From an optimization exercise on the open Yosys and OpenROAD flow, aimed at small area, a short achievable clock period and few clock cycles; shortcuts taken in it are not production practice.
At most, simulation tests tie the RTL to the original design; equivalence was not proved.
Power and IR drop assume default switching activity.

## spc
module spc (
    input  wire        clk,
    input  wire        rst,         
    input  wire        h_req,       
    input  wire        h_we,        
    input  wire        h_wide,      
    input  wire [14:0] h_addr,      
    input  wire [31:0] h_wdata,
    output reg         h_ack,       
    output reg         h_err,       
    output reg  [31:0] h_rdata      
);
Size: roughly 4,900 cells after synthesis, roughly 1,300 flip-flops, ~62,000 sq um of cells after synthesis.
==> flow/config.mk <==
export PLATFORM = sky130hd
export DESIGN_NAME = spc
export DESIGN_NICKNAME = spc
export VERILOG_FILES = /design/flow/design.v
export SDC_FILE = /design/flow/constraint.sdc
export NUM_CORES = 4
export LEC_CHECK = 0
export ABC_CLOCK_PERIOD_IN_PS = 6000
export CAP_MARGIN = 20
export CORE_MARGIN = 2
export CORE_UTILIZATION = 40
export SETUP_SLACK_MARGIN = 3
export SLEW_MARGIN = 20
==> flow/constraint.sdc <==
create_clock -name core_clock -period 10.0 [get_ports {clk}]
set_input_delay 2.0000 -clock core_clock [delete_from_list [all_inputs] [get_ports {clk}]]
set_output_delay 2.0000 -clock core_clock [all_outputs]
set_load 0.01 [all_outputs]
run.sh (not shown) runs the stock make flow with config.mk's settings and CLKGATE_MAP_FILE= SYNTH_SCRIPT=/design/flow/synth_recipe.tcl, a recipe that flattens the netlist after the stock synthesis.
The first run went through all stages and came out clean.
Change:
--- a/flow/config.mk
+++ b/flow/config.mk
@@ -6,8 +6,6 @@
 export NUM_CORES = 4
 export LEC_CHECK = 0
-export ABC_CLOCK_PERIOD_IN_PS = 6000
 export CAP_MARGIN = 20
 export CORE_MARGIN = 2
 export CORE_UTILIZATION = 40
-export SETUP_SLACK_MARGIN = 3
 export SLEW_MARGIN = 20
Effect: The new run finished with timing, DRC and antenna clean; cell area fell by 1.7%; worst setup slack degrades by 1.8 ns; routed wire length came out lower by 3.4%; sequential cell count does not change; critical path depth goes down by 1; cell count goes down by 0.45%; die area is unchanged; count of clock-buffer cells in the layout grows by 2; hold slack degrades by 0.018 ns; register-to-register slack is worse by 0.41 ns.
Function was not checked in any run of this note: the RTL went through the layout flow alone.

* * *

Another version of the RTL of spc (not shown whole).
For scale: about 4,800 cells after synthesis, roughly 1,300 flip-flops, ~61,000 µm² of cells after synthesis.
## spc
module spc (
    input  wire        clk,
    input  wire        rst,         
    input  wire        h_req,       
    input  wire        h_we,        
    input  wire        h_wide,      
    input  wire [14:0] h_addr,      
    input  wire [31:0] h_wdata,
    output reg         h_ack,       
    output reg         h_err,       
    output reg  [31:0] h_rdata      
);
    localparam PAY_SIZE = 32;
    localparam TX_SIZE  = 50;
    localparam RX_SIZE  = 50;
    localparam FS_IDLE     = 3'd0;
    localparam FS_DECODED  = 3'd5;
    localparam FS_REJECTED = 3'd6;
    localparam E_TREAD   = 4'd2;
    localparam E_HEX     = 4'd3;
    localparam E_VERSION = 4'd4;
    localparam E_LENCHK  = 4'd5;
    localparam E_FCS     = 4'd6;
    localparam E_TOOBIG  = 4'd7;
    function is_hex(input [7:0] c);
        is_hex = (c >= 8'h30 && c <= 8'h39) ||
                 (c >= 8'h41 && c <= 8'h46) ||
                 (c >= 8'h61 && c <= 8'h66);
    endfunction
    function [3:0] hex_val(input [7:0] c);
        if (c >= 8'h30 && c <= 8'h39)      hex_val = c[3:0];
        else if (c >= 8'h41 && c <= 8'h46) hex_val = c[3:0] + 4'd9;
        else if (c >= 8'h61 && c <= 8'h66) hex_val = c[3:0] + 4'd9;
        else                               hex_val = 4'd0;
    endfunction
    function [7:0] hex_char(input [3:0] n);
        if (n <= 4'd9) hex_char = 8'h30 + {4'd0, n};
        else           hex_char = 8'h37 + {4'd0, n};
    endfunction
    function [15:0] lchk(input [11:0] len);
        reg [5:0] s;
        begin
            s = {2'b0, len[11:8]} + {2'b0, len[7:4]} + {2'b0, len[3:0]};
            lchk = {(4'd0 - s[3:0]), 12'd0};
        end
    endfunction
    function [15:0] lfield(input [11:0] len);
        lfield = lchk(len) | {4'd0, len};
    endfunction
    reg [31:0] opa;
    reg [31:0] res;
    reg [7:0]  req_addr;
    reg [7:0]  req_func;
    reg [15:0] req_plen;
    reg [15:0] rxlen;
    reg [15:0] fcs_acc;
    reg [31:0] rsp_hdr;
    reg [15:0] rsp_lfield;
    reg        rsp_vinv;
    reg        rsp_soibad;
    reg [15:0] rsp_rxfcs;
  ...
==> flow/config.mk <==
export PLATFORM = sky130hd
export DESIGN_NAME = spc
export DESIGN_NICKNAME = spc
export VERILOG_FILES = /design/flow/design.v
export SDC_FILE = /design/flow/constraint.sdc
export NUM_CORES = 4
export LEC_CHECK = 0
export CAP_MARGIN = 20
export CORE_MARGIN = 2
export CORE_UTILIZATION = 65
export CTS_CLUSTER_DIAMETER = 90
export CTS_CLUSTER_SIZE = 25
export SETUP_SLACK_MARGIN = 5
export SLEW_MARGIN = 20
==> flow/constraint.sdc <==
create_clock -name core_clock -period 10.0 [get_ports {clk}]
set_input_delay 2.0000 -clock core_clock [delete_from_list [all_inputs] [get_ports {clk}]]
set_output_delay 2.0000 -clock core_clock [all_outputs]
set_load 0.01 [all_outputs]
Testbench counts at the start, summed over its fixed seeds: cycles 33,029.
Then changed:
ABC_AREA = 1   (was default)
Area after synthesis grows by about 1.2%.
Clock-buffer cell count shrinks by 21.
Clock power grows by about 6%.
Routed wire length grows by about 11%.
Critical path depth shrinks by 1.
Non-clock buffer count shrinks by 22.
Global-route usage grows by 2.7 points.
Die area grows by 1.2%.
Worst setup slack is better by 25 ps.

## port drivers added, routing unchanged
In the flow no input, the clock included, has a driving cell. The finished layouts below were timed again as built, in two steps.
Step 1 sets driving cells, clkbuf_16 on the clock port and buf_2 on the other inputs (assumed; they add their load-dependent delay and slew).
Step 2 adds t to the input delays and takes it off the output delays; t is the mean of the earliest and latest rising clock arrival at the registers after step 1. Input paths then give back, and output paths get back, about the clock's delay inside the block.
Three values: ideal, step 1, step 2; two values: the first two.
run	shift t [ns]	setup slack, ns	latest minus earliest clock arrival (ns)	worst register clock-pin slew, ns	pins driven straight from the clock port
the first run of note 1	0.851	2.987 / 2.680 / 2.242	0.036 / 0.036	0.07 / 0.07	1
the second run of note 1	0.860	1.178 / 1.146 / 1.146	0.031 / 0.030	0.06 / 0.06	1
the first run of note 2	0.786	4.308 / 4.231 / 4.193	0.040 / 0.041	0.11 / 0.11	1
the second run of note 2	0.752	4.332 / 4.167 / 4.167	0.048 / 0.048	0.11 / 0.11	1
After both steps setup and hold are still met in every run listed. For the first run of note 1, which loses most, drivers alone change the setup slack by -0.307 ns; drivers and shift together by -0.745 ns.
